Context: an optimization exercise on an open-source flow, tuned for small area, a short achievable clock period and few clock cycles. The choices shown serve that exercise and are no tape-out recipe. At most, simulation tests tie the RTL to the original design; equivalence was not proved. No functional check of the RTL was part of run 6. Power is estimated from default activity; no workload was simulated.

File: flow/design.v
module tmc_decoder (
    input  wire         clk,
    input  wire         rst,
    input  wire         in_valid,
    output wire         in_ready,
    input  wire [1:0]   in_op,        
    input  wire         in_clk,
    input  wire         in_dat,
    input  wire         in_stb,
    input  wire         cfg_clk_present,
    input  wire         cfg_dat_present,
    input  wire         cfg_stb_present,
    input  wire [31:0]  cfg_samplerate,
    input  wire [1:0]   cfg_radix,
    output wire         out_valid,
    input  wire         out_ready,
    output reg  [3:0]   out_kind,
    output reg  [15:0]  out_ss,
    output reg  [15:0]  out_es,
    output reg  [7:0]   out_val,
    output reg  [3:0]   out_nbits,
    output reg  [263:0] out_blist,    
    output reg  [47:0]  out_rate,
    output wire [1:0]   status_err,
    output wire [1:0]   out_radix
);
    localparam integer DIV_CYC   = 48;               
    localparam [1:0] FIND_START = 2'd0, FIND_DATA = 2'd1, FIND_ACK = 2'd2;
    localparam integer P_IDLE = 0, P_START = 1, P_LBIT = 2, P_PRE  = 3,
                       P_FBITS = 4, P_POST = 5, P_BYTE = 6, P_WAIT = 7,
                       P_RATE  = 8, P_STOP = 9, P_ACK  = 10;
    reg  [1:0]  state;
    reg         variant;         
    reg  [3:0]  n;               
    reg  [7:0]  value;
    reg  [15:0] ssn [0:8];       
    reg         svn [0:8];       
    reg         byte_seen;
    reg  [15:0] byte_ss;
    reg  [15:0] kc;              
    reg  [15:0] sn;
    reg  [2:0]  prev;            
    reg         started;
    reg  [1:0]  err;
    reg         c_stb;
    reg  [31:0] c_rate;
    reg  [1:0]  c_radix;
    reg  [10:0] ph;
    reg  [7:0]  bmn;             
    reg         o_ov, o_sssn, o_ss8, o_essn, o_k0, o_k1, o_k2;
    reg         o_es0, o_s7, o_s0, o_sr, o_rate, o_val;    
    reg  [3:0]  j;               
    reg         ninth;           
    reg         op_stop;         
    reg         has_rate;        
    reg         cur_d;           
    reg  [47:0] num;             
    reg  [15:0] rem;
    reg  [5:0]  dcnt;
    reg         dpha;            
    reg         dbit;            
    reg         busy;
    wire idle = ph[P_IDLE];
    assign in_ready   = idle;
    assign out_valid  = o_ov;
    assign status_err = err;
    assign out_radix  = c_radix;
    wire cur_stb  = c_stb & in_stb;
    wire stb_fall = c_stb &  prev[2] & ~cur_stb;
    wire stb_rise = c_stb & ~prev[2] &  cur_stb;
    wire dat_fall =  prev[1] & ~in_dat;
    wire dat_rise = ~prev[1] &  in_dat;
    wire clk_rise = ~prev[0] &  in_clk;
    wire clk_fall =  prev[0] & ~in_clk;
    wire is_start_3w = (state == FIND_START) && stb_fall;
    wire is_start_2w = (state == FIND_START) && !stb_fall && in_clk && dat_fall;
    wire is_start    = is_start_3w || is_start_2w;
    wire is_stop     = (state == FIND_DATA) && (stb_rise || (in_clk && dat_rise));
    wire is_bit      = (state == FIND_DATA) && !is_stop && clk_rise;
    wire is_ack      = (state == FIND_ACK) && clk_fall;
    wire take        = in_valid && idle;
    wire take_reset  = take && (in_op == 2'd1);
    wire take_sample = take && (in_op == 2'd0);
    wire running     = started && (err == 2'd0);
    wire take_run    = take_sample && running;
    wire rec_taken   = out_valid && out_ready;
    wire [15:0] sn1  = sn + 16'd1;
    wire        n_full = n[3];
    wire        kz   = (kc == 16'd0);
    wire [15:0] ss0 = ~ssn[0];
    wire [15:0] ss7 = ~ssn[7];
    wire [15:0] ss8 = ~ssn[8];
    integer i;
    always @(*) begin
        out_kind[0] = o_k0 | (ph[P_BYTE] & byte_seen) | (ph[P_ACK] & cur_d);
        out_kind[1] = o_k1;
        out_kind[2] = o_k2;
        out_kind[3] = ph[P_RATE];
        out_ss = ({16{o_sssn}} & sn) |
                 ({16{o_s7}} & ss7) |
                 ({16{o_ss8}} & ss8) |
                 ({16{o_s0}} & ss0) |
                 ({16{o_sr}} & byte_ss);
        out_es = ({16{o_es0}} & ss0) |
                 ({16{o_essn}} & sn);
        out_val = ({8{o_val}} & value) |
                  {7'd0, (ph[P_LBIT] & ~svn[7]) | (ph[P_FBITS] & ~svn[8])};
        out_nbits = {4{o_val}} & n;
        out_rate  = {48{o_rate}} & num;
        for (i = 0; i < 8; i = i + 1)
            out_blist[33*i +: 33] = ~({33{bmn[i]}} | {ssn[i+1], ssn[i], svn[i]});
    end
    wire [16:0] drs  = {rem, dbit};
    wire [16:0] drd  = drs - {1'b0, kc};
    wire [15:0] dr   = drd[16] ? drs[15:0] : drd[15:0];
    wire        dq   = ~drd[16];
    wire [47:0] nacc = {num[15:0], num[47:16]} + {16'd0, c_rate};
    wire        mv_take = idle && take_run && (state == FIND_DATA) &&
                          (is_stop ? (variant && n != 4'd0) : clk_rise);
    wire        mv      = mv_take || ph[P_PRE] || ph[P_POST] ||
                          (ph[P_FBITS] && rec_taken) ||
                          (ph[P_BYTE] && rec_taken && !op_stop && variant);
    wire        in3     = idle && variant;       
    wire        in2     = idle && !variant;      
    integer q;
    always @(posedge clk) begin
        if (mv) begin
            for (q = 0; q < 7; q = q + 1) begin
                ssn[q] <= ssn[q+1];
                svn[q] <= svn[q+1];
            end
            ssn[7] <= in3 ? ~sn1 : ssn[8];
            svn[7] <= in3 ? ~in_dat : ph[P_BYTE] ? ~cur_d : svn[8];
            ssn[8] <= in2 ? ~sn1 : ssn[0];
            svn[8] <= in2 ? ~in_dat : svn[0];
        end
    end
    localparam [10:0] H_IDLE  = 11'd1 << P_IDLE,  H_START = 11'd1 << P_START,
                      H_LBIT  = 11'd1 << P_LBIT,  H_PRE   = 11'd1 << P_PRE,
                      H_FBITS = 11'd1 << P_FBITS, H_POST  = 11'd1 << P_POST,
                      H_BYTE  = 11'd1 << P_BYTE,  H_WAIT  = 11'd1 << P_WAIT,
                      H_RATE  = 11'd1 << P_RATE,  H_STOP  = 11'd1 << P_STOP,
                      H_ACK   = 11'd1 << P_ACK;
    wire div_last = busy && (dcnt == DIV_CYC - 1);
    reg  [10:0] phn;
    wire        rt     = rec_taken;
    wire        tk     = take_run;               
    wire        e_stop = tk && !is_start && is_stop;
    wire        e_bit  = tk && !is_start && !is_stop && is_bit;
    wire        e_ack  = tk && is_ack;
    wire        flush  = variant && n != 4'd0;
    wire        j7     = (j == 4'd7);
    wire        jl     = (j == n - 4'd1);
    wire        clr    = rst || take_reset;
    always @(*) begin
        phn[P_IDLE]  = (idle && !((tk && is_start) || e_stop || e_ack ||
                                  (e_bit && (n_full || (!variant && n != 4'd0))))) ||
                       ((ph[P_START] || ph[P_ACK] || ph[P_STOP]) && rt) ||
                       (ph[P_LBIT] && rt && !ninth) ||
                       (ph[P_BYTE] && rt && !op_stop);
        phn[P_START] = (tk && is_start) || (ph[P_START] && !rt);
        phn[P_LBIT]  = (e_bit && !variant && (n_full || n != 4'd0)) ||
                       (ph[P_LBIT] && !rt);
        phn[P_PRE]   = (e_stop && flush && !n_full) || (ph[P_PRE] && !j7);
        phn[P_FBITS] = (e_stop && flush && n_full) || (e_bit && n_full && variant) ||
                       (ph[P_PRE] && j7) || (ph[P_FBITS] && !(rt && jl));
        phn[P_POST]  = (ph[P_FBITS] && rt && jl && !n_full) || (ph[P_POST] && !j7);
        phn[P_BYTE]  = (ph[P_LBIT] && rt && ninth) ||
                       (ph[P_FBITS] && rt && jl && n_full) ||
                       (ph[P_POST] && j7) || (ph[P_BYTE] && !rt);
        phn[P_WAIT]  = (e_stop && !flush && !kz) ||
                       (ph[P_BYTE] && rt && op_stop && has_rate && busy && !div_last) ||
                       (ph[P_WAIT] && !div_last);
        phn[P_RATE]  = (ph[P_WAIT] && div_last) ||
                       (ph[P_BYTE] && rt && op_stop && has_rate && !(busy && !div_last)) ||
                       (ph[P_RATE] && !rt);
        phn[P_STOP]  = (e_stop && !flush && kz) ||
                       (ph[P_BYTE] && rt && op_stop && !has_rate) ||
                       (ph[P_RATE] && rt) || (ph[P_STOP] && !rt);
        phn[P_ACK]   = e_ack || (ph[P_ACK] && !rt);
        if (clr)
            phn = H_IDLE;
    end
    always @(posedge clk) begin
        ph     <= phn;
        o_ov   <= |(phn & (H_START | H_LBIT | H_FBITS | H_BYTE | H_RATE | H_STOP | H_ACK));
        o_sssn <= |(phn & (H_START | H_STOP));
        o_ss8  <= |(phn & (H_FBITS | H_ACK));
        o_essn <= |(phn & (H_START | H_LBIT | H_BYTE | H_RATE | H_STOP | H_ACK));
        o_k0   <= |(phn & (H_START | H_LBIT | H_FBITS));
        o_k1   <= |(phn & (H_STOP | H_LBIT | H_FBITS | H_ACK));
        o_k2   <= |(phn & (H_BYTE | H_ACK));
        o_es0  <= phn[P_FBITS];
        o_s7   <= phn[P_LBIT];
        o_s0   <= phn[P_BYTE];
        o_sr   <= phn[P_RATE];
        o_rate <= phn[P_RATE];
        o_val  <= phn[P_BYTE];
        for (i = 0; i < 8; i = i + 1)
            bmn[i] <= !(phn[P_BYTE] && (n > i));
    end
    always @(posedge clk) begin
        if (busy) begin
            dbit <= !dpha ? num[46] : (dcnt[3:0] == 4'd15) ? num[47] : num[14];
            if (dcnt[3:0] == 4'd15)
                dpha <= 1'b0;
            rem  <= dr;
            dcnt <= dcnt + 6'd1;
        end else begin
            rem  <= 16'd0;
            dcnt <= (num[15:0] == 16'd0) ? 6'd16 : 6'd0;
            dpha <= (num[15:0] != 16'd0);
            dbit <= (num[15:0] == 16'd0) ? num[47] : num[15];
        end
    end
    always @(posedge clk) begin
        if (rst || take_reset) begin
            state     <= FIND_START;
            byte_ss   <= 16'd0;
            started   <= 1'b0;
            err       <= 2'd0;
            c_radix   <= 2'd0;
            busy      <= 1'b0;
        end else begin
            if (idle) begin
                has_rate <= !kz;
                j        <= n_full ? 4'd0 : n;
                ninth    <= n_full;
                cur_d    <= in_dat;
            end
            if (!started) begin
                c_stb  <= cfg_stb_present;
                c_rate <= cfg_samplerate;
            end
            if (busy) begin
                num[15:0] <= {num[14:0], dq};
                if (!dpha)
                    num[47:16] <= num[46:15];
                if (div_last)
                    busy <= 1'b0;
            end
            if (idle) begin
                if (take_sample && !started) begin
                    started <= 1'b1;
                    c_radix <= cfg_radix;
                    if (!cfg_clk_present || !cfg_dat_present)
                        err <= 2'd1;
                    else if (cfg_samplerate == 32'd0)
                        err <= 2'd2;
                    else begin
                        sn   <= 16'd0;
                        prev <= {cfg_stb_present & in_stb, in_dat, in_clk};
                    end
                end else if (take_run) begin
                    sn   <= sn1;
                    prev <= {cur_stb, in_dat, in_clk};
                    if (!is_stop)
                        kc <= is_start ? 16'd0 : kc + 16'd1;
                    if (is_start) begin
                        variant   <= is_start_3w;
                        num       <= 48'd0;
                        byte_seen <= 1'b0;
                        n         <= 4'd0;
                        value     <= 8'd0;
                        state     <= FIND_DATA;
                    end else if (is_stop) begin
                        op_stop  <= 1'b1;
                        busy     <= !kz;
                    end else if (is_bit) begin
                        num <= {nacc[31:0], nacc[47:32]};
                        if (n_full) begin
                            if (variant)
                                byte_ss <= sn1;      
                            op_stop <= 1'b0;
                        end else begin
                            if (n == 4'd0)
                                byte_ss <= sn1;
                            n     <= n + 4'd1;
                            value <= {in_dat, value[7:1]};
                        end
                    end else if (is_ack) begin
                        state <= FIND_DATA;
                    end
                end
            end
            if (ph[P_STOP] && rec_taken) begin
                n     <= 4'd0;
                value <= 8'd0;
                state <= FIND_START;
            end
            if (ph[P_PRE]) begin
                j <= j + 4'd1;
                if (j == 4'd7)
                    j <= 4'd0;
            end
            if (ph[P_FBITS] && rec_taken) begin
                j <= j + 4'd1;
                if (j == n - 4'd1)
                    j <= n;
            end
            if (ph[P_POST])
                j <= j + 4'd1;
            if (ph[P_BYTE] && rec_taken) begin
                byte_seen <= 1'b1;
                n         <= 4'd0;
                value     <= 8'd0;
                if (!op_stop && variant) begin
                    n       <= 4'd1;
                    value   <= {cur_d, 7'd0};
                end else if (!op_stop) begin
                    state <= FIND_ACK;
                end
            end
        end
    end
endmodule
File: flow/flow/run.sh
#!/bin/bash
export BUFFER_PORTS_ARGS="-buffer_cell sky130_fd_sc_hd__buf_1"
export CTS_ARGS="-sink_clustering_enable -repair_clock_nets -dont_use_dummy_load -buf_list {sky130_fd_sc_hd__clkbuf_4 sky130_fd_sc_hd__clkbuf_8}"
bash standard.sh > standard.log 2>&1
File: flow/standard.sh
#!/bin/bash
# synth_recipe.tcl (not shown) runs the flow's synth.tcl, then flattens the netlist and writes it again
# the make line also repeats each setting of config.mk as NAME=value (left out here)
make -C /OpenROAD-flow-scripts/flow DESIGN_CONFIG=/design/flow/config.mk WORK_HOME=/design/flow/orfs CLKGATE_MAP_FILE= SYNTH_SCRIPT=/design/flow/synth_recipe.tcl "${@:-finish}"
File: flow/config.mk
export PLATFORM = sky130hd
export DESIGN_NAME = tmc_decoder
export DESIGN_NICKNAME = tmc_decoder
export VERILOG_FILES = /design/flow/design.v
export SDC_FILE = /design/flow/constraint.sdc
export NUM_CORES = 4
export LEC_CHECK = 0
export CAP_MARGIN = 20
export CORE_MARGIN = 2
export CORE_UTILIZATION = 65
export SETUP_SLACK_MARGIN = 4.5
export SLEW_MARGIN = 20
File: flow/constraint.sdc
create_clock -name core_clock -period 8.0 [get_ports {clk}]
set_input_delay 1.6000 -clock core_clock [delete_from_list [all_inputs] [get_ports {clk}]]
set_output_delay 1.6000 -clock core_clock [all_outputs]
set_load 0.01 [all_outputs]
==> results of run 1 <==
area by class of cell:
type / count / share of cell area
Antenna cell: 3 / 0.0003363
Sequential cell: 365 / 0.4592
Timing Repair inverter: 1 / 0.0003363
Timing Repair Buffer: 453 / 0.08879
Tap cell: 390 / 0.02186
Inverter: 48 / 0.008969
Multi-Input combinational cell: 1397 / 0.3848
Clock buffer: 58 / 0.03576
sequential cells by signal, summed over array words and instances, names as in the netlist, 9 cells and up:
signal,count
ph,11
num,48
rem,16
byte_ss,16
svn,9
c_rate,32
kc,16
ssn,144
sn,16
per-layer routing:
| metal | part of all wire | global-route usage | vias to the layer above |
|---|---|---|---|
| met5 | 0.00023 | 0 | - |
| met4 | 0.025 | 0.09401 | 2 |
| met3 | 0.12 | 0.09496 | 126 |
| met2 | 0.45 | 0.5306 | 1001 |
| met1 | 0.41 | 0.4978 | 7859 |
| li1 | - | - | 7658 |
where the power goes:
part | internal, uW | leakage [uW] | switching [uW]
clock network | 634 | 0.000417 | 659
registers | 2070 | 0.00326 | 35.2
logic | 103 | 0.00408 | 162
kinds of logic (layout without fill, tap and decap cells):
logic type,after synthesis,after routing,synth area share
and+or+nand+nor,786,786,0.1875
AOI/OAI and AO/OA,391,391,0.1317
DFF,365,365,0.5283
buffers and inverters,168,560,0.03651
xor gates and xnor gates,98,98,0.04432
muxes,63,63,0.03276
adders and majority gates,59,59,0.03890
other,0,3,0
final timing paths:
path	endpoint	slack (ps)	cells after the start
setup / recovery	out_ss[15]	4530	6
hold / removal	dcnt[0]$_SDFF_PN0_	440	1
setup reg to reg	num[12]$_DFFE_PP_	4660	11
hold reg to reg	dcnt[0]$_SDFF_PN0_	440	1
cell usage in the layout, fill, tap and decap left out, types with 18 or more instances in the layout:
master | Yosys | final
a21o_1 | 18 | 18
xor2_1 | 35 | 35
ha_1 | 57 | 57
a211oi_1 | 25 | 24
nor2_1 | 386 | 383
dfxtp_1 | 73 | 62
mux2i_1 | 60 | 60
buf_1 | 5 | 399
o22ai_1 | 39 | 39
nand3_1 | 25 | 24
xnor2_1 | 63 | 63
nor2b_1 | 24 | 23
inv_1 | 47 | 43
nor3_1 | 22 | 21
a21oi_1 | 88 | 88
clkbuf_8 | 3 | 58
nand2_1 | 145 | 144
buf_4 | 4 | 32
nor4_1 | 22 | 21
edfxtp_1 | 292 | 292
and2_1 | 76 | 76
nand4_1 | 21 | 21
o21ai_0 | 99 | 91
per-stage QoR:
step	util	hold slack [ps]
2_1_floorplan	-	412.4
3_3_place_gp	0.7152	422.7
5_1_grt	0.7569	434.7
6_report	0.7571	436.9
4_1_cts	0.7518	433.4
3_5_place_dp	0.7152	432.1
worst register-to-register path, delay by kind of cell, from the launching register on:
kind                     cells  cell delay, ps
AO/OA/AOI/OAI                7            1680
adder cells (fa/ha/maj)      2             700
flip-flops                   1             440
AND/OR/NAND/NOR              2             300
repair_timing:
action,CTS,global route
cloned,2,0
buffers inserted,16,8
pin swaps,3,0
endpoints found under the setup margin,421,166
endpoints found under the hold margin,0,0
resized for setup,33,33
hold buffers,0,0
==> results by group, run 1 <==
Timing
  • Fmax: 288.0 MHz
  • Final Cycle Share: 0.4340
  • Worst-Margin Slew: 976.3 ps
  • Final worst setup slack: 4528 ps
  • Final setup TNS: 0 ps
  • Relative slew slack: 0.3492
  • Min cycle time layout: 3472 ps
  • Final Hold Vio Count: 0
  • Final slew viol count: 0
  • Final Skew: 71.90 ps
  • Endpoints failing setup: 0
  • RSZ-0062 raised after global routing: yes

Clocking
  • CTS Root Cell: clkbuf_8
  • Clock latency (worst-skew pair): 620 ps
  • Clock H-tree levels: 2
  • Num CTS Buffers: 58
  • Bufs on Longest Clock Path: 3
  • Clk slew on worst S/H paths: 50 ps
  • Sink Count: 365
  • CTS tree: yes

Power and ir drop
  • Cell Pwr Density: 164.1 nW/um^2
  • Peak VDD IR: 126.7 uV
  • Overall Power: 3664 uW
  • Leakage: 0.007754 uW

Final layout
  • Footprint of the multi-input gates: 8588 sq um
  • Final std cells w/o fill: 2715
  • Synthesis-to-layout area growth: 15.26%
  • Post-Layout Inst Area: 22320 sq um
  • Fin nets: 2429
  • Fill cells: 2138
  • FF+latch area: 10250 sq um
  • Share of layout cells above drive strength 1: 0.08053

Logic synthesis
  • Post-synthesis area per instance: 10.03 sq um
  • #FFs+latches synth: 365
  • Synth Flop Type: edfxtp_1
  • Top cells by area, synth: edfxtp_1 (45%), dfxtp_1 (7.5%), nor2_1 (7.5%)
  • Synth top area share: 0.4528
  • Unique masters post-synth: 90
  • Post-synth EDFFs: 292
  • Post-synthesis net count: 2035
  • Top-count cell post-synth: nor2_1
  • Yosys warnings: 3
  • Post-Syn Area: 19360 sq um
  • Top cells by count, synth: nor2_1 (386), edfxtp_1 (292), nand2_1 (145)
  • Post-synthesis async set-or-reset flop share: 0
  • Area leader, netlist: edfxtp_1
  • Post-synthesis sequential area ratio: 0.5283
  • Mapped Cells: 1930

Die
  • Die Wd: 176.6 um
  • CORE AREA: 29480 sq um
  • Starting Density: 0.6569
  • Die Y-Extent: 176.6 um
  • Row cnt: 63
  • Die area: 31190 sq um
  • Top Ports: 412

Drt
  • Vias: 16650
  • Number of routed nets with antenna violations: 0
  • Final WL: 56.60 mm
  • DRC viols: 0
  • Drt pass-1 iters: 6
  • 1st-iter DRT viols: 1943
  • Drt wl/cell: 20.85 um
  • Vias/cell: 6.131

Worst setup path
  • CP startpoint kind: flip-flop
  • Slowest stage delay, CP: 410 ps
  • Slowest-stage cell, CP: dfxtp_4
  • Setup Crit Path Kind: flip-flop to output port
  • Crit path max-delay family: buffers and inverters
  • Buf/Inv on CP: 3
  • Worst EP arrival: 1870 ps
  • Critical path endpoint category: output port
  • Critical path, cell by cell: clkinvlp_4 > buf_8 > o21ai_0 > a21oi_1 > o221ai_1 > buf_2
  • R2r startpoint: num[16]$_DFFE_PP_
  • Critical path fanouts, max: 10
  • Req. time, crit path: 6400 ps
  • Crit. Startpoint: ph[6]$_DFF_P_

Min path
  • Hold Startpoint: dcnt[0]$_SDFF_PN0_
  • Worst hold path class: flip-flop to flip-flop

Placed design
  • Global placer's final weighted congestion: 0.9617
  • Hpwl dp: 40.34 mm
  • Post-place setup slack: 3287 ps
  • Port Buffer Count: 411
  • Placed Area: 21090 sq um
  • # placed instances: 2626

Global routing
  • Vias in the first global route: 15030
  • Gr ovfl total: 0
  • Total GRT Usage: 0.3490
  • First-pass GRT wire length: 84.01 mm
  • Antenna violations before repair: 3
  • Largest net degree at the start of global routing: 69

Flow run
  • Max-cap check violation count: 0

Run status
  • Status: finished clean
Testbench counts, summed over its fixed seeds: cycles 70,566.
==> run 2, diff against run 1 <==
==> flow/flow/run.sh (replaced) <==
#!/bin/bash
export BUFFER_PORTS_ARGS="-buffer_cell sky130_fd_sc_hd__buf_1"
export CTS_ARGS="-sink_clustering_enable -repair_clock_nets -dont_use_dummy_load -buf_list {sky130_fd_sc_hd__clkbuf_4}"
bash standard.sh > standard.log 2>&1
--- a/flow/config.mk
+++ b/flow/config.mk
@@ -9,3 +9,3 @@
 export CORE_MARGIN = 2
-export CORE_UTILIZATION = 65
+export CORE_UTILIZATION = 55
 export SETUP_SLACK_MARGIN = 4.5
==> run 2 against run 1 <==
Net effect:
- die area up 18%
- first-iteration DRC count decreased by 20%
- core utilization fell by 10 points
- critical path type unchanged
- wire length grew 4.0%
- global-route usage is 3.8 points lower
- largest cell class unchanged
- largest power group unchanged
- design area up 1.9%
==> results by group, run 2 <==
Clocking
  • CTS Root Cell: clkbuf_4 (was clkbuf_8)
  • Bufs on Longest Clock Path: 3 (unchanged)
  • Clock latency (worst-skew pair): 770 ps (was 620 ps)
  • Clock H-tree levels: 3 (was 2)
  • CTS tree: yes (unchanged)
  • Num CTS Buffers: 95 (was 58)
  • Hold Buf Count CTS: 0 (unchanged)
  • Sink Count: 365 (unchanged)
  • Clk slew on worst S/H paths: 60 ps (was 50 ps)

Timing
  • Worst-Margin Slew: 984.2 ps (was 976.3 ps)
  • Final setup TNS: 0 ps (unchanged)
  • Final slew viol count: 0 (unchanged)
  • Endpoints failing setup: 0 (unchanged)
  • Final Skew: 84.65 ps (was 71.90 ps)
  • Min cycle time layout: 3645 ps (was 3472 ps)
  • Final Hold Vio Count: 0 (unchanged)
  • Final Cycle Share: 0.4557 (was 0.4340)
  • Final hold slack: 440.0 ps (was 436.9 ps)
  • Fmax: 274.3 MHz (was 288.0 MHz)
  • Relative slew slack: 0.3439 (was 0.3492)
  • RSZ-0062 raised after global routing: yes (unchanged)

Logic synthesis
  • Synth Flop Type: edfxtp_1 (unchanged)
  • Synth top area share: 0.4528 (unchanged)
  • Post-synthesis net count: 2035 (unchanged)
  • Top cells by count, synth: nor2_1 (386), edfxtp_1 (292), nand2_1 (145) (unchanged)
  • Mapped Cells: 1930 (unchanged)
  • #FFs+latches synth: 365 (unchanged)
  • Post-Syn Area: 19360 sq um (unchanged)
  • Top-count cell post-synth: nor2_1 (unchanged)
  • Unique masters post-synth: 90 (unchanged)
  • Post-synthesis area per instance: 10.03 sq um (unchanged)
  • Post-synth EDFFs: 292 (unchanged)
  • Area leader, netlist: edfxtp_1 (unchanged)
  • Top cells by area, synth: edfxtp_1 (45%), dfxtp_1 (7.5%), nor2_1 (7.5%) (unchanged)
  • Yosys warnings: 3 (unchanged)
  • Post-synthesis sequential area ratio: 0.5283 (unchanged)
  • Post-synthesis async set-or-reset flop share: 0 (unchanged)

Final layout
  • Fill cells: 2920 (was 2138)
  • Fin nets: 2467 (was 2429)
  • Synthesis-to-layout area growth: 17.45% (was 15.26%)
  • Most common cell after layout, fill and taps aside: nor2_1 (was buf_1)
  • Commonest cells after routing, fill and taps aside: nor2_1 (380), buf_1 (371), edfxtp_1 (292) (was buf_1 (399), nor2_1 (383), edfxtp_1 (292))
  • Largest registers: ssn: 144 flops, num: 48 flops, c_rate: 32 flops (unchanged)
  • Max FFs per register: 144 (unchanged)
  • Footprint of the multi-input gates: 8807 sq um (was 8588 sq um)
  • Share of layout cells above drive strength 1: 0.1284 (was 0.08053)
  • FF+latch area: 10270 sq um (was 10250 sq um)
  • Largest Register: ssn (unchanged)

Flow run
  • Max-cap check violation count: 0 (unchanged)

Global routing
  • Largest net degree at the start of global routing: 154 (was 69)
  • First-pass GRT wire length: 87.01 mm (was 84.01 mm)
  • Gr ovfl total: 0 (unchanged)
  • Antenna violations before repair: 2 (was 3)
  • Total GRT Usage: 0.3115 (was 0.3490)
  • Vias in the first global route: 15390 (was 15030)

Die
  • Die Y-Extent: 191.6 um (was 176.6 um)
  • Starting Density: 0.5592 (was 0.6569)
  • Top Ports: 412 (unchanged)
  • CORE AREA: 34630 sq um (was 29480 sq um)
  • Row cnt: 68 (was 63)
  • Die area: 36730 sq um (was 31190 sq um)
  • Die Wd: 191.6 um (was 176.6 um)

Min path
  • Worst hold path class: flip-flop to flip-flop (unchanged)

Worst setup path
  • Worst EP arrival: 2050 ps (was 1870 ps)
  • CP startpoint kind: flip-flop (unchanged)
  • Critical path endpoint category: output port (unchanged)
  • Critical path fanouts, max: 7 (was 10)
  • Req. time, crit path: 6400 ps (about the same)
  • Setup Crit Path Kind: flip-flop to output port (unchanged)

Power and ir drop
  • Cell Pwr Density: 156.9 nW/um^2 (was 164.1 nW/um^2)
  • Overall Power: 3568 uW (was 3664 uW)
  • Leakage: 0.008001 uW (was 0.007754 uW)
  • Peak VDD IR: 105.0 uV (was 126.7 uV)

Drt
  • Drt wl/cell: 20.90 um (was 20.85 um)
  • 1st-iter DRT viols: 1552 (was 1943)
  • Final WL: 58.87 mm (was 56.60 mm)
  • DRC viols: 0 (unchanged)
  • Number of routed nets with antenna violations: 0 (unchanged)
  • Vias: 16810 (was 16650)
  • Drt pass-1 iters: 6 (unchanged)
  • Vias/cell: 5.967 (was 6.131)

Placed design
  • Port Buffer Count: 411 (unchanged)
  • Global placer's final weighted congestion: 0.9406 (was 0.9617)
  • Hpwl dp: 41.77 mm (was 40.34 mm)

Run status
  • Status: finished clean (unchanged)
run 2: cell counts after synthesis:
No cell type changed its count.
run 2: critical path: stages, from the launching register on:
cell and delay [ps]:
dfxtp_4 370, buf_6 140, clkinvlp_4 240, o21ai_1 200
a21oi_1 70, o221ai_1 80, buf_2 170
run 2: metrics by stage:
step,worst slack (ps),std cells,utilization,instance area (sq um)
after global routing,4253,2816,0.6567,22740
after global placement,3529,2688,0.6106,21140
after floorplan,-2176,1930,-,19430
final,4355,2817,0.6568,22740
after detailed placement,3374,2688,0.6107,21150
after CTS,4239,2807,0.6473,22420
run 2: final timing paths:
check | from | to | slack (ps) | cells after the start
setup reg to reg | num[16]$_DFFE_PP_ | num[12]$_DFFE_PP_ | 4600 | 11
hold reg to reg | dcnt[0]$_SDFF_PN0_ | dcnt[0]$_SDFF_PN0_ | 440 | 1
hold / removal | dcnt[0]$_SDFF_PN0_ | dcnt[0]$_SDFF_PN0_ | 440 | 1
setup / recovery | ph[6]$_DFF_P_ | out_ss[13] | 4350 | 6
run 2: metal layers:
| metal | vias up | share of wire | GRT usage |
|---|---|---|---|
| met5 | - | 0.00022 | 0 |
| met3 | 95 | 0.093 | 0.07528 |
| met4 | 2 | 0.020 | 0.08521 |
| met1 | 8125 | 0.43 | 0.4444 |
| met2 | 822 | 0.46 | 0.4763 |
| li1 | 7766 | - | - |
run 2: cells by family (layout without fill, tap and decap cells):
logic type	after synthesis	in the layout	share of synthesized area
xor+xnor	98	98	0.04432
fa+ha+maj	59	59	0.03890
other cells	0	2	0
simple gates	786	786	0.1875
flops	365	365	0.5283
mux	63	63	0.03276
buf+inv	168	598	0.03651
compound gates	391	391	0.1317
run 2: final cells by class:
class / count / area share
well taps: 455 / 0.02503
flip-flops and latches: 365 / 0.4516
diodes: 2 / 0.0002201
multi-input cells: 1397 / 0.3872
inverters: 48 / 0.008802
clock buffers: 95 / 0.03136
repair inverters: 1 / 0.0003301
repair buffers: 454 / 0.09545
run 2: timing repair:
item,4_1_cts,5_1_grt
pin swaps,16,3
gates resized for setup,114,94
setup buffers,22,7
endpoints found under the hold margin,0,0
setup endpoints to repair,452,82
cloned,2,0
run 2: where the power goes:
part           total [uW]  internal [uW]  switching [uW]
Sequential           2100           2070            35.2
Clock                1200            535             664
Combinational         265            103             163
Total                3570           2710             862
==> run 3, diff against run 2 <==
==> flow/flow/run.sh (replaced) <==
#!/bin/bash
export BUFFER_PORTS_ARGS="-buffer_cell sky130_fd_sc_hd__buf_1"
export CTS_ARGS="-sink_clustering_enable -repair_clock_nets -dont_use_dummy_load -sink_clustering_size 24 -sink_clustering_max_diameter 80 -buf_list {sky130_fd_sc_hd__clkbuf_8 sky130_fd_sc_hd__clkbuf_16}"
bash standard.sh > standard.log 2>&1
--- a/flow/config.mk
+++ b/flow/config.mk
@@ -9,3 +9,3 @@
 export CORE_MARGIN = 2
-export CORE_UTILIZATION = 55
+export CORE_UTILIZATION = 65
 export SETUP_SLACK_MARGIN = 4.5
==> run 3 against run 2 <==
Net effect:
- critical path type unchanged
- die area decreased by 15%
- highest routed layer unchanged
- power decreased by 5.2%
- flip-flop and latch count unchanged
- clock-buffer cell count decreased by 75
- non-clock buffer count decreased by 6
- largest power group unchanged
==> results by group, run 3 <==
Drt
  • Final WL: 56.13 mm (was 58.87 mm)
  • Drt wl/cell: 21.02 um (was 20.90 um)
  • Vias: 16500 (was 16810)
  • Max layer used: met5 (unchanged)
  • DRC viols: 0 (unchanged)
  • WL met1: 22.95 mm (was 25.27 mm)
  • Met2 wire length: 25.39 mm (was 26.87 mm)
  • Vias/cell: 6.179 (was 5.967)
  • Met3 WL: 6.567 mm (was 5.504 mm)
  • Drt pass-1 iters: 6 (unchanged)
  • Number of routed nets with antenna violations: 0 (unchanged)
  • 1st-iter DRT viols: 1995 (was 1552)

Worst setup path
  • Worst EP arrival: 1850 ps (was 2050 ps)
  • Setup Crit Path Kind: flip-flop to output port (unchanged)
  • Crit path max-delay family: buffers and inverters (unchanged)
  • Critical path fanouts, max: 14 (was 7)
  • Req. time, crit path: 6400 ps (about the same)
  • CP startpoint kind: flip-flop (unchanged)
  • Critical path, cell by cell: clkinvlp_4 > buf_12 > o21ai_0 > buf_1 (was buf_6 > clkinvlp_4 > o21ai_1 > a21oi_1 > o221ai_1 > buf_2)
  • Critical path endpoint category: output port (unchanged)
  • Slowest stage delay, CP: 450 ps (was 370 ps)
  • Slowest-stage cell, CP: dfxtp_1 (was dfxtp_4)
  • Buf/Inv on CP: 3 (unchanged)

Timing
  • Endpoints failing setup: 0 (unchanged)
  • Final Cycle Share: 0.4307 (was 0.4557)
  • Relative slew slack: 0.3717 (was 0.3439)
  • Worst-Margin Slew: 940.2 ps (was 984.2 ps)
  • Min cycle time layout: 3445 ps (was 3645 ps)
  • Final Hold Vio Count: 0 (unchanged)
  • Fmax: 290.3 MHz (was 274.3 MHz)
  • RSZ-0062 raised after global routing: no (was yes)
  • Final Skew: 40.10 ps (was 84.65 ps)
  • Final slew viol count: 0 (unchanged)
  • Final hold slack: 441.8 ps (was 440.0 ps)

Logic synthesis
  • Synth Flop Type: edfxtp_1 (unchanged)
  • Post-synthesis area per instance: 10.03 sq um (unchanged)
  • Synth Area in XOR/XNOR: 0.04432 (unchanged)
  • Multiplexer share of the synthesized area: 0.03276 (unchanged)
  • #FFs+latches synth: 365 (unchanged)
  • Top cells by area, synth: edfxtp_1 (45%), dfxtp_1 (7.5%), nor2_1 (7.5%) (unchanged)
  • Synth top area share: 0.4528 (unchanged)
  • Area leader, netlist: edfxtp_1 (unchanged)
  • Post-synthesis simple-gate area fraction: 0.1875 (unchanged)
  • Post-synthesis net count: 2035 (unchanged)
  • Top-count cell post-synth: nor2_1 (unchanged)
  • Mapped Cells: 1930 (unchanged)
  • Post-Syn Area: 19360 sq um (unchanged)
  • Unique masters post-synth: 90 (unchanged)
  • Post-synthesis compound-gate area fraction: 0.1317 (unchanged)
  • Post-synthesis adder-cell area fraction: 0.03890 (unchanged)
  • Post-synthesis async set-or-reset flop share: 0 (unchanged)
  • Yosys warnings: 3 (unchanged)
  • Top cells by count, synth: nor2_1 (386), edfxtp_1 (292), nand2_1 (145) (unchanged)
  • Post-synthesis sequential area ratio: 0.5283 (unchanged)
  • Post-synth EDFFs: 292 (unchanged)
  • Main combinational cell family by area after synthesis: simple AND/OR/NAND/NOR gates (unchanged)

Die
  • Die Wd: 176.6 um (was 191.6 um)
  • Die area: 31190 sq um (was 36730 sq um)
  • Die Y-Extent: 176.6 um (was 191.6 um)
  • Starting Density: 0.6569 (was 0.5592)
  • Top Ports: 412 (unchanged)
  • Row cnt: 63 (was 68)
  • CORE AREA: 29480 sq um (was 34630 sq um)

Flow run
  • Max-cap check violation count: 0 (unchanged)

Final layout
  • Fill cells: 2187 (was 2920)
  • Share of layout cells above drive strength 1: 0.05836 (was 0.1284)
  • Most common cell after layout, fill and taps aside: buf_1 (was nor2_1)
  • Synthesis-to-layout area growth: 13.54% (was 17.45%)
  • Final std cells w/o fill: 2670 (was 2817)
  • Commonest cells after routing, fill and taps aside: buf_1 (409), nor2_1 (383), edfxtp_1 (292) (was nor2_1 (380), buf_1 (371), edfxtp_1 (292))
  • Largest registers: ssn: 144 flops, num: 48 flops, c_rate: 32 flops (unchanged)
  • Largest Register: ssn (unchanged)
  • Fin nets: 2386 (was 2467)
  • Max FFs per register: 144 (unchanged)
  • FF+latch area: 10250 sq um (was 10270 sq um)
  • Footprint of the multi-input gates: 8581 sq um (was 8807 sq um)

Clocking
  • Clk slew on worst S/H paths: 90 ps (was 60 ps)
  • Sink Count: 365 (unchanged)
  • CTS Root Cell: clkbuf_16 (was clkbuf_4)
  • Bufs on Longest Clock Path: 3 (unchanged)
  • Clock latency (worst-skew pair): 530 ps (was 770 ps)
  • CTS tree: yes (unchanged)
  • Num CTS Buffers: 20 (was 95)
  • Clock H-tree levels: 1 (was 3)

Global routing
  • Total GRT Usage: 0.3422 (was 0.3115)
  • Antenna violations before repair: 3 (was 2)
  • First-pass GRT wire length: 82.61 mm (was 87.01 mm)
  • Gr ovfl total: 0 (unchanged)
  • Vias in the first global route: 14630 (was 15390)
  • Largest net degree at the start of global routing: 136 (was 154)

Power and ir drop
  • Peak VDD IR: 203.6 uV (was 105.0 uV)
  • Leakage: 0.007535 uW (was 0.008001 uW)
  • Cell Pwr Density: 153.9 nW/um^2 (was 156.9 nW/um^2)

Placed design
  • Global placer's final weighted congestion: 0.9617 (was 0.9406)
  • # placed instances: 2626 (was 2688)
  • Hpwl dp: 40.34 mm (was 41.77 mm)
  • Port Buffer Count: 411 (unchanged)

Run status
  • Status: finished clean (unchanged)

Min path
  • Worst hold path class: flip-flop to flip-flop (unchanged)
## run 3: path summary, 6_finish.rpt
path | start | endpoint | slack [ps] | cells past startpoint
max reg2reg | num[16]$_DFFE_PP_ | num[12]$_DFFE_PP_ | 4650 | 11
max | ph[4]$_DFF_P_ | out_es[1] | 4550 | 4
min reg2reg | dcnt[0]$_SDFF_PN0_ | dcnt[0]$_SDFF_PN0_ | 440 | 1
min | dcnt[0]$_SDFF_PN0_ | dcnt[0]$_SDFF_PN0_ | 440 | 1
## run 3: routing by layer
layer | vias up | global-route usage
met5 | - | 0
met4 | 4 | 0.07610
met3 | 100 | 0.08527
met2 | 983 | 0.5280
met1 | 7841 | 0.4930
li1 | 7570 | -
## run 3: per-stage QoR
stage / setup TNS (ps) / cell area, sq um / setup WS (ps) / total power, uW / utilization
final: 0 / 21990 / 4555 / 3383 / 0.7458
after global routing: 0 / 21980 / 4497 / 3479 / 0.7457
after CTS: 0 / 21800 / 4498 / 3393 / 0.7394
after detailed placement: 0 / 21090 / 3287 / 2402 / 0.7152
after global placement: 0 / 21090 / 3465 / 2396 / 0.7152
after floorplan: -332910 / 19430 / -2176 / 2326 / -
## run 3: layout make-up
class	count	share of cell area
clock buffers	20	0.02276
repair inverters	1	0.0003414
multi-input cells	1397	0.3903
flip-flops and latches	365	0.4661
inverters	48	0.008991
well taps	390	0.02219
diodes	1	0.0001138
repair buffers	448	0.08928
## run 3: report_power, final
group          total, uW  internal [uW]  switching [uW]
Combinational        266            103             163
Sequential          2100           2070            35.6
Clock               1020            447             569
## run 3: logic make-up (layout without fill, tap and decap cells)
logic type               after synthesis  after routing
flip-flops                           365            365
other                                  0              1
AND/OR/NAND/NOR                      786            786
XOR/XNOR                              98             98
multiplexers                          63             63
AO/OA/AOI/OAI                        391            391
buffers and inverters                168            517
adder cells (fa/ha/maj)               59             59
## run 3: worst register-to-register path: stages, from the launching register on
cell	delay (ps)
edfxtp_1	450
ha_1	260
fa_1	440
a211oi_1	370
o21ai_1	160
a211o_1	330
and2_1	220
a21oi_4	260
o21a_4	220
nor4_1	80
a22o_1	200
a21o_1	140
## run 3: what timing repair did
item	CTS	global route
endpoints found under the hold margin	0	0
endpoints found under the setup margin	370	218
gates resized for setup	28	16
hold buffers	0	0
cloned	1	3
buffers inserted	10	7
pin swaps	2	1
==> run 4, diff against run 3 <==
==> flow/flow/run.sh (replaced) <==
#!/bin/bash
export BUFFER_PORTS_ARGS="-buffer_cell sky130_fd_sc_hd__buf_1"
export CTS_ARGS="-sink_clustering_enable -repair_clock_nets -dont_use_dummy_load -sink_clustering_size 24 -sink_clustering_max_diameter 80 -buf_list {sky130_fd_sc_hd__clkbuf_16}"
bash standard.sh > standard.log 2>&1
==> run 4 against run 3 <==
Net effect:
- sequential share of layout area is the same
- die area stayed put
- core utilization did not move
- critical path type unchanged
- critical endpoint unchanged
- largest power group unchanged
==> results by group, run 4 <==
Run status
  • Status: finished clean (unchanged)

Drt
  • DRC viols: 0 (unchanged)
  • Met3 WL: 6.567 mm (unchanged)
  • Drt wl/cell: 21.02 um (unchanged)
  • Max layer used: met5 (unchanged)
  • Final WL: 56.13 mm (unchanged)
  • Vias: 16500 (unchanged)
  • WL met1: 22.95 mm (unchanged)
  • Met2 wire length: 25.39 mm (unchanged)
  • Vias/cell: 6.179 (unchanged)
  • Number of routed nets with antenna violations: 0 (unchanged)
  • Drt pass-1 iters: 6 (unchanged)
  • 1st-iter DRT viols: 1995 (unchanged)

Final layout
  • Synthesis-to-layout area growth: 13.54% (unchanged)
  • Most common cell after layout, fill and taps aside: buf_1 (unchanged)
  • Fin nets: 2386 (unchanged)
  • Max FFs per register: 144 (unchanged)
  • Share of layout cells above drive strength 1: 0.05836 (unchanged)
  • Largest registers: ssn: 144 flops, num: 48 flops, c_rate: 32 flops (unchanged)
  • Largest Register: ssn (unchanged)
  • Commonest cells after routing, fill and taps aside: buf_1 (409), nor2_1 (383), edfxtp_1 (292) (unchanged)
  • Post-Layout Inst Area: 21990 sq um (unchanged)
  • Final std cells w/o fill: 2670 (unchanged)

Worst setup path
  • R2R setup slack: 4650 ps (about the same)
  • Setup Crit Path Kind: flip-flop to output port (unchanged)
  • Slowest-stage cell, CP: dfxtp_1 (unchanged)
  • Critical path fanouts, max: 14 (unchanged)
  • Req. time, crit path: 6400 ps (about the same)
  • Reg2reg end: num[12]$_DFFE_PP_ (unchanged)
  • CP startpoint kind: flip-flop (unchanged)
  • Worst EP arrival: 1850 ps (about the same)
  • R2r startpoint: num[16]$_DFFE_PP_ (unchanged)
  • Cells on worst reg2reg path: 11 (unchanged)
  • Critical path, cell by cell: clkinvlp_4 > buf_12 > o21ai_0 > buf_1 (unchanged)
  • Critical path endpoint category: output port (unchanged)
  • Slowest stage delay, CP: 450 ps (about the same)

Die
  • Die Y-Extent: 176.6 um (unchanged)
  • Top Ports: 412 (unchanged)
  • Row cnt: 63 (unchanged)
  • Die Wd: 176.6 um (unchanged)
  • CORE AREA: 29480 sq um (unchanged)
  • Starting Density: 0.6569 (unchanged)
  • Die area: 31190 sq um (unchanged)

Logic synthesis
  • Main combinational cell family by area after synthesis: simple AND/OR/NAND/NOR gates (unchanged)
  • Area leader, netlist: edfxtp_1 (unchanged)
  • Post-synthesis simple-gate area fraction: 0.1875 (unchanged)
  • Top cells by count, synth: nor2_1 (386), edfxtp_1 (292), nand2_1 (145) (unchanged)
  • Post-synthesis compound-gate area fraction: 0.1317 (unchanged)
  • Post-synthesis sequential area ratio: 0.5283 (unchanged)
  • Post-Syn Area: 19360 sq um (unchanged)
  • Synth top area share: 0.4528 (unchanged)
  • Synth Flop Type: edfxtp_1 (unchanged)
  • Multiplexer share of the synthesized area: 0.03276 (unchanged)
  • Post-synthesis async set-or-reset flop share: 0 (unchanged)
  • #FFs+latches synth: 365 (unchanged)
  • Post-synth EDFFs: 292 (unchanged)
  • Post-synthesis net count: 2035 (unchanged)
  • Post-synthesis area per instance: 10.03 sq um (unchanged)
  • Unique masters post-synth: 90 (unchanged)
  • Top-count cell post-synth: nor2_1 (unchanged)
  • Post-synthesis adder-cell area fraction: 0.03890 (unchanged)
  • Mapped Cells: 1930 (unchanged)
  • Yosys warnings: 3 (unchanged)
  • Synth Area in XOR/XNOR: 0.04432 (unchanged)
  • Top cells by area, synth: edfxtp_1 (45%), dfxtp_1 (7.5%), nor2_1 (7.5%) (unchanged)

Min path
  • Hold Startpoint: dcnt[0]$_SDFF_PN0_ (unchanged)
  • Worst hold path class: flip-flop to flip-flop (unchanged)
  • Hold-critical path endpoint: dcnt[0]$_SDFF_PN0_ (unchanged)
  • Hold Path Depth: 1 (unchanged)

Clocking
  • Bufs on Longest Clock Path: 3 (unchanged)
  • Clock latency (worst-skew pair): 530 ps (about the same)
  • CTS tree: yes (unchanged)
  • CTS Root Cell: clkbuf_16 (unchanged)
  • Clock H-tree levels: 1 (unchanged)
  • Num CTS Buffers: 20 (unchanged)
  • Clk slew on worst S/H paths: 90 ps (about the same)
  • Sink Count: 365 (unchanged)
  • Hold Buf Count CTS: 0 (unchanged)

Timing
  • Final Cycle Share: 0.4307 (unchanged)
  • Final Hold Vio Count: 0 (unchanged)
  • Relative slew slack: 0.3717 (unchanged)
  • Fmax: 290.3 MHz (unchanged)
  • RSZ-0062 raised after global routing: no (unchanged)
  • Worst-Margin Slew: 940.2 ps (unchanged)
  • Final Skew: 40.10 ps (unchanged)
  • Final slew viol count: 0 (unchanged)
  • Endpoints failing setup: 0 (unchanged)
  • Min cycle time layout: 3445 ps (unchanged)

Global routing
  • Gr ovfl total: 0 (unchanged)
  • Total GRT Usage: 0.3422 (unchanged)
  • Vias in the first global route: 14630 (unchanged)
  • Antenna violations before repair: 3 (unchanged)
  • Largest net degree at the start of global routing: 136 (unchanged)
  • First-pass GRT wire length: 82.61 mm (unchanged)

Placed design
  • Global placer's final weighted congestion: 0.9617 (unchanged)
  • Placed Area: 21090 sq um (unchanged)
  • # placed instances: 2626 (unchanged)
  • Port Buffer Count: 411 (unchanged)
  • Hpwl dp: 40.34 mm (unchanged)

Power and ir drop
  • Peak VDD IR: 203.6 uV (unchanged)
  • Leakage: 0.007535 uW (unchanged)
  • Overall Power: 3383 uW (unchanged)
  • Cell Pwr Density: 153.9 nW/um^2 (unchanged)

Flow run
  • Max-cap check violation count: 0 (unchanged)
-- run 4: cell counts after synthesis --
No cell type changed its count.
-- run 4: power breakdown --
| part | internal (uW) | switching, uW | total (uW) | leakage (uW) |
|---|---|---|---|---|
| clock network | 447 | 569 | 1020 | 0.000246 |
| logic | 103 | 163 | 266 | 0.00403 |
| registers | 2070 | 35.6 | 2100 | 0.00326 |
| total | 2620 | 767 | 3380 | 0.00753 |
-- run 4: cell type report --
class / instances / area, sq um
clock buffers: 20 / 500.5
flip-flops and latches: 365 / 10250
inverters: 48 / 197.7
well taps: 390 / 488.0
multi-input cells: 1397 / 8581
fillers: 2187 / 7493
diodes: 1 / 2.502
repair inverters: 1 / 7.507
repair buffers: 448 / 1963
-- run 4: routing by layer --
layer / vias to the layer above / global-route usage
met4: 4 / 0.07610
met2: 983 / 0.5280
met1: 7841 / 0.4930
li1: 7570 / -
met3: 100 / 0.08527
met5: - / 0
-- run 4: worst max-delay path, delay by kind of cell, from the launching register on --
kind | cells | cell delay [ps]
buffers and inverters | 3 | 540
AO/OA/AOI/OAI | 1 | 320
flip-flops | 1 | 450
-- run 4: logic make-up (layout without fill, tap and decap cells) --
family                     after synthesis  after routing
other                                    0              1
AOI/OAI and AO/OA                      391            391
and+or+nand+nor                        786            786
buffers and inverters                  168            517
adders and majority gates               59             59
DFF                                    365            365
muxes                                   63             63
xor gates and xnor gates                98             98
-- run 4: worst max path at each step --
stage	startpoint	to	slack [ps]	depth (start not counted)
floorplan	in_stb	ssn[0][0]$_DFFE_PP_	-2180	6
global placement	in_dat	value[0]$_SDFFCE_PP0P_	3470	9
detailed placement	in_dat	value[1]$_SDFFCE_PP0P_	3290	9
CTS	ph[4]$_DFF_P_	out_es[1]	4500	3
global route	in_stb	num[3]$_DFFE_PP_	4500	10
finish	ph[4]$_DFF_P_	out_es[1]	4550	4
-- run 4: repair_timing --
| action | in CTS | in global routing |
|---|---|---|
| pin swaps | 2 | 1 |
| endpoints found under the setup margin | 370 | 218 |
| cloned | 1 | 3 |
| setup buffers | 10 | 7 |
| gates resized for setup | 28 | 16 |
-- run 4: metrics by stage --
step | util | setup slack (ps) | hold WS, ps | TNS (ps)
after floorplan | - | -2176 | 412.4 | -332910
after global placement | 0.7152 | 3465 | 422.7 | 0
after detailed placement | 0.7152 | 3287 | 432.1 | 0
after CTS | 0.7394 | 4498 | 445.9 | 0
after global routing | 0.7457 | 4497 | 464.5 | 0
final | 0.7458 | 4555 | 441.8 | 0
==> run 5, diff against run 4 <==
==> flow/flow/run.sh (replaced) <==
#!/bin/bash
export BUFFER_PORTS_ARGS="-buffer_cell sky130_fd_sc_hd__buf_1"
export CTS_ARGS="-sink_clustering_enable -repair_clock_nets -dont_use_dummy_load -sink_clustering_size 20 -sink_clustering_max_diameter 80 -buf_list {sky130_fd_sc_hd__clkbuf_8 sky130_fd_sc_hd__clkbuf_16}"
bash standard.sh > standard.log 2>&1
==> run 5 against run 4 <==
Net effect:
- still clean
- hold slack worse by 1.6 ps
- sequential power about the same
- via count is 0.24% lower
- combinational power about the same
- register-to-register slack about the same
- maximum frequency rose by 0.56%
- synthesized area did not move
- core utilization down 0.064 points
- flip-flop and latch count unchanged
- non-clock buffer count decreased by 5
- global-route usage increased by 0.20 points
==> results by group, run 5 <==
Logic synthesis
  • Post-synthesis sequential area ratio: 0.5283 (unchanged)
  • Top cells by area, synth: edfxtp_1 (45%), dfxtp_1 (7.5%), nor2_1 (7.5%) (unchanged)
  • Area leader, netlist: edfxtp_1 (unchanged)
  • Post-synthesis async set-or-reset flop share: 0 (unchanged)
  • Post-Syn Area: 19360 sq um (unchanged)
  • Multiplexer share of the synthesized area: 0.03276 (unchanged)
  • Main combinational cell family by area after synthesis: simple AND/OR/NAND/NOR gates (unchanged)
  • Post-synth EDFFs: 292 (unchanged)
  • Post-synthesis adder-cell area fraction: 0.03890 (unchanged)
  • Unique masters post-synth: 90 (unchanged)
  • Synth Area in XOR/XNOR: 0.04432 (unchanged)
  • Yosys warnings: 3 (unchanged)
  • #FFs+latches synth: 365 (unchanged)
  • Synth top area share: 0.4528 (unchanged)
  • Post-synthesis area per instance: 10.03 sq um (unchanged)
  • Post-synthesis compound-gate area fraction: 0.1317 (unchanged)
  • Post-synthesis simple-gate area fraction: 0.1875 (unchanged)
  • Top-count cell post-synth: nor2_1 (unchanged)
  • Post-synthesis net count: 2035 (unchanged)
  • Top cells by count, synth: nor2_1 (386), edfxtp_1 (292), nand2_1 (145) (unchanged)
  • Mapped Cells: 1930 (unchanged)
  • Synth Flop Type: edfxtp_1 (unchanged)

Final layout
  • Max FFs per register: 144 (unchanged)
  • Largest Register: ssn (unchanged)
  • Fill cells: 2176 (was 2187)
  • Most common cell after layout, fill and taps aside: buf_1 (unchanged)
  • Commonest cells after routing, fill and taps aside: buf_1 (408), nor2_1 (383), edfxtp_1 (292) (was buf_1 (409), nor2_1 (383), edfxtp_1 (292))
  • Largest registers: ssn: 144 flops, num: 48 flops, c_rate: 32 flops (unchanged)
  • Fin nets: 2383 (was 2386)
  • Final std cells w/o fill: 2667 (was 2670)
  • Synthesis-to-layout area growth: 13.45% (was 13.54%)
  • Share of layout cells above drive strength 1: 0.05756 (was 0.05836)

Timing
  • Final Cycle Share: 0.4283 (was 0.4307)
  • Final slew viol count: 0 (unchanged)
  • Min cycle time layout: 3426 ps (was 3445 ps)
  • Final worst setup slack: 4574 ps (was 4555 ps)
  • Final Hold Vio Count: 0 (unchanged)
  • Fmax: 291.9 MHz (was 290.3 MHz)
  • Final Skew: 60.03 ps (was 40.10 ps)
  • Relative slew slack: 0.3558 (was 0.3717)
  • RSZ-0062 raised after global routing: yes (was no)
  • Worst-Margin Slew: 964.1 ps (was 940.2 ps)
  • Endpoints failing setup: 0 (unchanged)

Power and ir drop
  • Peak VDD IR: 163.9 uV (was 203.6 uV)
  • Cell Pwr Density: 156.9 nW/um^2 (was 153.9 nW/um^2)
  • Power share of the clock group: 0.313 (was 0.300)
  • Internal power consumption: 2657 uW (was 2616 uW)
  • Overall Power: 3446 uW (was 3383 uW)
  • Switching share of power: 0.2289 (was 0.2267)
  • Leakage: 0.007522 uW (was 0.007535 uW)
  • Reg power frac: 0.610 (was 0.621)
  • Net Sw Power: 788.8 uW (was 767.1 uW)
  • Combinational power share: 0.077 (was 0.079)

Worst setup path
  • Critical path endpoint category: output port (unchanged)
  • CP startpoint kind: flip-flop (unchanged)
  • Crit path max-delay family: buffers and inverters (unchanged)
  • Critical path, cell by cell: clkinvlp_4 > buf_4 > o21ai_0 > buf_1 (was clkinvlp_4 > buf_12 > o21ai_0 > buf_1)
  • Slowest stage delay, CP: 390 ps (was 450 ps)
  • Critical path fanouts, max: 9 (was 14)
  • Crit. Startpoint: ph[4]$_DFF_P_ (unchanged)
  • Worst EP arrival: 1830 ps (was 1850 ps)
  • Setup Crit Path Kind: flip-flop to output port (unchanged)
  • Req. time, crit path: 6400 ps (about the same)
  • Slowest-stage cell, CP: dfxtp_2 (was dfxtp_1)
  • Buf/Inv on CP: 3 (unchanged)
  • R2r startpoint: num[16]$_DFFE_PP_ (unchanged)

Die
  • Top Ports: 412 (unchanged)
  • CORE AREA: 29480 sq um (unchanged)
  • Starting Density: 0.6569 (unchanged)
  • Die area: 31190 sq um (unchanged)
  • Die Y-Extent: 176.6 um (unchanged)
  • Row cnt: 63 (unchanged)
  • Die Wd: 176.6 um (unchanged)

Global routing
  • Gr ovfl total: 0 (unchanged)
  • Vias in the first global route: 14670 (was 14630)
  • M2 GR Usage: 0.5273 (was 0.5280)
  • GR Util met3: 0.07795 (was 0.08527)
  • GR met1 Demand/Resource: 0.5024 (was 0.4930)
  • First-pass GRT wire length: 83.10 mm (was 82.61 mm)
  • GRT busiest layer: met2 (unchanged)
  • Total GRT Usage: 0.3442 (was 0.3422)
  • Antenna violations before repair: 2 (was 3)
  • Largest net degree at the start of global routing: 69 (was 136)

Min path
  • Hold Startpoint: dcnt[0]$_SDFF_PN0_ (unchanged)
  • Worst hold path class: flip-flop to flip-flop (unchanged)

Clocking
  • Hold Buf Count CTS: 0 (unchanged)
  • Num CTS Buffers: 22 (was 20)
  • CTS Root Cell: clkbuf_16 (unchanged)
  • Clock latency (worst-skew pair): 560 ps (was 530 ps)
  • Bufs on Longest Clock Path: 3 (unchanged)
  • Clock H-tree levels: 1 (unchanged)
  • CTS tree: yes (unchanged)
  • Clk slew on worst S/H paths: 90 ps (about the same)
  • Sink Count: 365 (unchanged)

Placed design
  • Hpwl dp: 40.34 mm (unchanged)
  • # placed instances: 2626 (unchanged)
  • Global placer's final weighted congestion: 0.9617 (unchanged)
  • Port Buffer Count: 411 (unchanged)
  • Post-place setup slack: 3287 ps (unchanged)

Drt
  • Vias/cell: 6.171 (was 6.179)
  • Final WL: 55.71 mm (was 56.13 mm)
  • 1st-iter DRT viols: 1953 (was 1995)
  • Drt wl/cell: 20.89 um (was 21.02 um)
  • DRC viols: 0 (unchanged)
  • Drt pass-1 iters: 5 (was 6)
  • Number of routed nets with antenna violations: 0 (unchanged)
  • Vias: 16460 (was 16500)

Run status
  • Status: finished clean (unchanged)

Flow run
  • Max-cap check violation count: 0 (unchanged)
==> run 5: cell counts after synthesis <==
No cell type changed its count.
==> run 5: logic make-up (layout without fill, tap and decap cells) <==
group | Yosys count | in the layout
buffers and inverters | 168 | 514
and+or+nand+nor | 786 | 786
muxes | 63 | 63
DFF | 365 | 365
adders and majority gates | 59 | 59
other | 0 | 1
AOI/OAI and AO/OA | 391 | 391
xor gates and xnor gates | 98 | 98
==> run 5: worst paths after layout <==
| path | to | slack [ps] | cells past startpoint |
|---|---|---|---|
| min | dcnt[0]$_SDFF_PN0_ | 440 | 1 |
| max reg2reg | num[12]$_DFFE_PP_ | 4660 | 11 |
| min reg2reg | dcnt[0]$_SDFF_PN0_ | 440 | 1 |
| max | out_es[6] | 4570 | 4 |
==> run 5: layer usage <==
metal | part of all wire | wire length [um] | vias to the layer above
li1 | - | - | 7564
met1 | 0.41 | 22950 | 7840
met2 | 0.45 | 24920 | 958
met3 | 0.12 | 6474 | 96
met4 | 0.024 | 1364 | 0
met5 | 0 | 0 | -
==> run 5: through the flow <==
stage	hold WS, ps	TNS [ps]	area, sq um	utilization
after floorplan	412.4	-332910	19430	-
after global placement	422.7	0	21090	0.7152
after detailed placement	432.1	0	21090	0.7152
after CTS	446.5	0	21900	0.7428
after global routing	457.5	0	21970	0.7451
final	440.2	0	21970	0.7452
==> run 5: final cells by class <==
| type | count | area (sq um) | area share |
|---|---|---|---|
| flip-flops and latches | 365 | 10250 | 0.4665 |
| multi-input cells | 1397 | 8577 | 0.3904 |
| repair buffers | 443 | 1894 | 0.08623 |
| clock buffers | 22 | 550.5 | 0.02506 |
| well taps | 390 | 488.0 | 0.02221 |
| inverters | 48 | 200.2 | 0.009113 |
| repair inverters | 1 | 7.507 | 0.0003417 |
| diodes | 1 | 2.502 | 0.0001139 |
==> run 5: power groups by stage <==
stage	Combinational, uW	Clock, uW	Sequential (uW)
after floorplan	201	0	2130
after global placement	253	0	2140
after detailed placement	258	0	2140
after CTS	260	1080	2100
after global routing	292	1140	2100
final	265	1080	2100
==> run 5: worst reg2reg max path: stages, from the launching register on <==
cell,delay (ps)
edfxtp_1,450
ha_1,260
fa_1,440
a211oi_1,370
o21ai_1,160
a211o_1,330
and2_1,220
a21oi_4,260
o21a_4,220
nor4_1,80
a22o_1,200
a21o_1,140
==> run 5: repair_timing <==
action / in CTS / in global routing
gates resized for setup: 29 / 15
setup buffers: 14 / 0
setup endpoints to repair: 399 / 176
pin swaps: 3 / 0
gates cloned: 2 / 0
==> run 6, diff against run 5 <==
--- a/flow/design.v
+++ b/flow/design.v
@@ -34,3 +34,3 @@
     reg  [3:0]  n;               
-    reg  [7:0]  value;
+    reg  [7:0]  valn;            
     reg  [15:0] ssn [0:8];       
@@ -49,4 +49,4 @@
     reg  [7:0]  bmn;             
-    reg         o_ov, o_sssn, o_ss8, o_essn, o_k0, o_k1, o_k2;
-    reg         o_es0, o_s7, o_s0, o_sr, o_rate, o_val;    
+    reg         o_ov, o_sssn, o_essn, o_k0, o_k1, o_k2;
+    reg         o_es0n, o_s7n, o_s8n, o_s0n, o_sr, o_rate, o_valn, o_lbn, o_fbn;
     reg  [3:0]  j;               
@@ -89,5 +89,2 @@
     wire        kz   = (kc == 16'd0);
-    wire [15:0] ss0 = ~ssn[0];
-    wire [15:0] ss7 = ~ssn[7];
-    wire [15:0] ss8 = ~ssn[8];
     integer i;
@@ -99,11 +96,11 @@
         out_ss = ({16{o_sssn}} & sn) |
-                 ({16{o_s7}} & ss7) |
-                 ({16{o_ss8}} & ss8) |
-                 ({16{o_s0}} & ss0) |
+                 ~({16{o_s7n}} | ssn[7]) |
+                 ~({16{o_s8n}} | ssn[8]) |
+                 ~({16{o_s0n}} | ssn[0]) |
                  ({16{o_sr}} & byte_ss);
-        out_es = ({16{o_es0}} & ss0) |
+        out_es = ~({16{o_es0n}} | ssn[0]) |
                  ({16{o_essn}} & sn);
-        out_val = ({8{o_val}} & value) |
-                  {7'd0, (ph[P_LBIT] & ~svn[7]) | (ph[P_FBITS] & ~svn[8])};
-        out_nbits = {4{o_val}} & n;
+        out_val = ~({8{o_valn}} | valn) |
+                  {7'd0, ~(o_lbn | svn[7]) | ~(o_fbn | svn[8])};
+        out_nbits = {4{ph[P_BYTE]}} & n;
         out_rate  = {48{o_rate}} & num;
@@ -187,3 +184,2 @@
         o_sssn <= |(phn & (H_START | H_STOP));
-        o_ss8  <= |(phn & (H_FBITS | H_ACK));
         o_essn <= |(phn & (H_START | H_LBIT | H_BYTE | H_RATE | H_STOP | H_ACK));
@@ -192,8 +188,11 @@
         o_k2   <= |(phn & (H_BYTE | H_ACK));
-        o_es0  <= phn[P_FBITS];
-        o_s7   <= phn[P_LBIT];
-        o_s0   <= phn[P_BYTE];
+        o_es0n <= !phn[P_FBITS];
+        o_s7n  <= !phn[P_LBIT];
+        o_s8n  <= !(phn[P_FBITS] | phn[P_ACK]);
+        o_s0n  <= !phn[P_BYTE];
+        o_valn <= !phn[P_BYTE];
+        o_lbn  <= !phn[P_LBIT];
+        o_fbn  <= !phn[P_FBITS];
         o_sr   <= phn[P_RATE];
         o_rate <= phn[P_RATE];
-        o_val  <= phn[P_BYTE];
         for (i = 0; i < 8; i = i + 1)
@@ -263,3 +262,3 @@
                         n         <= 4'd0;
-                        value     <= 8'd0;
+                        valn      <= 8'hff;
                         state     <= FIND_DATA;
@@ -278,3 +277,3 @@
                             n     <= n + 4'd1;
-                            value <= {in_dat, value[7:1]};
+                            valn  <= {~in_dat, valn[7:1]};
                         end
@@ -287,3 +286,3 @@
                 n     <= 4'd0;
-                value <= 8'd0;
+                valn  <= 8'hff;
                 state <= FIND_START;
@@ -305,6 +304,6 @@
                 n         <= 4'd0;
-                value     <= 8'd0;
+                valn      <= 8'hff;
                 if (!op_stop && variant) begin
                     n       <= 4'd1;
-                    value   <= {cur_d, 7'd0};
+                    valn    <= {~cur_d, 7'h7f};
                 end else if (!op_stop) begin
==> flow/flow/run.sh (replaced) <==
#!/bin/bash
export BUFFER_PORTS_ARGS="-buffer_cell sky130_fd_sc_hd__buf_1"
export CTS_ARGS="-sink_clustering_enable -repair_clock_nets -dont_use_dummy_load -buf_list {sky130_fd_sc_hd__clkbuf_4 sky130_fd_sc_hd__clkbuf_8}"
bash standard.sh > standard.log 2>&1
==> run 6 against run 5 <==
Net effect:
- still clean
- maximum frequency is 1.9% lower
- flip-flop and latch count is 3 higher
- clock power is about 20% higher
- global-route usage is 1.3 points higher
- die area is 0.13% lower
- highest routed layer unchanged
==> results by group, run 6 <==
Worst setup path
  • Worst EP arrival: 1890 ps (was 1830 ps)
  • Req. time, crit path: 6400 ps (about the same)
  • Slowest stage delay, CP: 560 ps (was 390 ps)
  • Critical path endpoint category: output port (unchanged)
  • R2R setup slack: 4620 ps (was 4660 ps)
  • Critical path, cell by cell: o21ai_0 > buf_1 (was clkinvlp_4 > buf_4 > o21ai_0 > buf_1)

Clocking
  • Sink Count: 368 (was 365)
  • Clock H-tree levels: 2 (was 1)
  • Clk slew on worst S/H paths: 60 ps (was 90 ps)
  • Bufs on Longest Clock Path: 3 (unchanged)
  • CTS Root Cell: clkbuf_8 (was clkbuf_16)

Drt
  • DRC viols: 0 (unchanged)
  • Vias/cell: 6.212 (was 6.171)
  • 1st-iter DRT viols: 1709 (was 1953)

Global routing
  • Total GRT Usage: 0.3568 (was 0.3442)
  • First-pass GRT wire length: 86.17 mm (was 83.10 mm)
  • Vias in the first global route: 15420 (was 14670)

Logic synthesis
  • Post-synthesis compound-gate area fraction: 0.1332 (was 0.1317)
  • Synth Flop Type: edfxtp_1 (unchanged)
  • Top cells by count, synth: nor2_1 (417), edfxtp_1 (292), nand2_1 (135) (was nor2_1 (386), edfxtp_1 (292), nand2_1 (145))
  • #FFs+latches synth: 368 (was 365)
  • Post-synthesis async set-or-reset flop share: 0 (unchanged)
  • Post-synthesis net count: 2031 (was 2035)
  • Main combinational cell family by area after synthesis: simple AND/OR/NAND/NOR gates (unchanged)
  • Post-synth EDFFs: 292 (unchanged)
  • Post-synthesis sequential area ratio: 0.5321 (was 0.5283)
  • Area leader, netlist: edfxtp_1 (unchanged)
  • Post-synthesis simple-gate area fraction: 0.1857 (was 0.1875)
  • Synth Area in XOR/XNOR: 0.04535 (was 0.04432)
  • Yosys warnings: 3 (unchanged)
  • Unique masters post-synth: 86 (was 90)

Power and ir drop
  • Cell Pwr Density: 165.3 nW/um^2 (was 156.9 nW/um^2)
  • Peak VDD IR: 129.8 uV (was 163.9 uV)

Placed design
  • Global placer's final weighted congestion: 0.9741 (was 0.9617)
  • Hpwl dp: 40.79 mm (was 40.34 mm)
  • Port Buffer Count: 411 (unchanged)

Timing
  • Endpoints failing setup: 0 (unchanged)
  • Final setup TNS: 0 ps (unchanged)
  • Relative slew slack: 0.2953 (was 0.3558)
  • Final slew viol count: 0 (unchanged)
  • Final Cycle Share: 0.4367 (was 0.4283)
  • Final hold slack: 447.3 ps (was 440.2 ps)

Run status
  • Status: finished clean (unchanged)

Die
  • Row cnt: 63 (unchanged)
  • Die Y-Extent: 176.5 um (was 176.6 um)
  • CORE AREA: 29480 sq um (unchanged)

Final layout
  • Most common cell after layout, fill and taps aside: nor2_1 (was buf_1)
  • Commonest cells after routing, fill and taps aside: nor2_1 (412), buf_1 (409), edfxtp_1 (292) (was buf_1 (408), nor2_1 (383), edfxtp_1 (292))
  • Share of layout cells above drive strength 1: 0.07149 (was 0.05756)
==> run 6: cell count changes after synthesis, moves of 13 or more <==
cell      before  now
o21ai_0       99   71
nor2_1       386  417
a21oi_1       88   72
clkbuf_1      93  106
o21ai_1        6   26
a221oi_1       1   18
==> run 6: layer usage <==
layer / share of wire / global-route usage
met1: 0.38 / 0.4610
met2: 0.49 / 0.5938
met3: 0.088 / 0.06245
met4: 0.043 / 0.1560
met5: 0 / 0
==> run 6: kinds of logic after synthesis <==
group / count (synthesis)
mux: 60
xor+xnor: 98
buf+inv: 165
compound gates: 385
flops: 368
fa+ha+maj: 59
simple gates: 791
==> run 6: worst max-delay path: cells and delay by family (launching register included) <==
family,cells,cell delay [ps]
buffers and inverters,1,220
AOI/OAI and AO/OA,1,560
DFF,1,500
==> run 6: timing repair <==
action                                  CTS  global route
cloned                                    1             0
hold buffers                              0             0
hold endpoints to repair                  0             0
setup buffers                             7             7
pin swaps                                 1             2
endpoints found under the setup margin  268            95
resized for setup                        23            20
==> run 6: stage by stage <==
step	instances	power (uW)	util	setup WS [ps]	cell area (sq um)
2_1_floorplan	1926	2342	-	2841	19470
3_3_place_gp	2624	2411	0.7181	3309	21170
3_5_place_dp	2624	2418	0.7182	3131	21170
4_1_cts	2691	3697	0.7517	4506	22160
5_1_grt	2698	3805	0.7573	4450	22330
6_report	2698	3690	0.7573	4506	22330
==> run 6: worst paths after layout <==
path	startpoint	endpoint	cells after the start
worst max-delay path	ssn[0][4]$_DFFE_PP_	out_es[4]	2
worst min-delay path	dcnt[0]$_SDFF_PN0_	dcnt[0]$_SDFF_PN0_	1
worst max register to register	num[23]$_DFFE_PN_	num[8]$_DFFE_PN_	9
worst min register to register	dcnt[0]$_SDFF_PN0_	dcnt[0]$_SDFF_PN0_	1
==> run 6: cell type report <==
class / instances / share of cell area
timing repair buffer: 442 / 0.08373
tap: 390 / 0.02186
sequential: 368 / 0.4616
clock buffer: 59 / 0.03637
inverter: 45 / 0.007734
multi-input combinational: 1394 / 0.3887
==> run 6: power breakdown <==
group	internal (uW)	switching [uW]
clock	645	656
sequential	2090	34.1
combinational	104	166

Setup slack of run 6, layout unchanged: 4.506 ns with ideal ports, 4.457 ns with driving cells assumed (clock clkbuf_16, inputs buf_2), 3.970 ns with port delays also shifted by the 0.623 ns mid clock arrival.
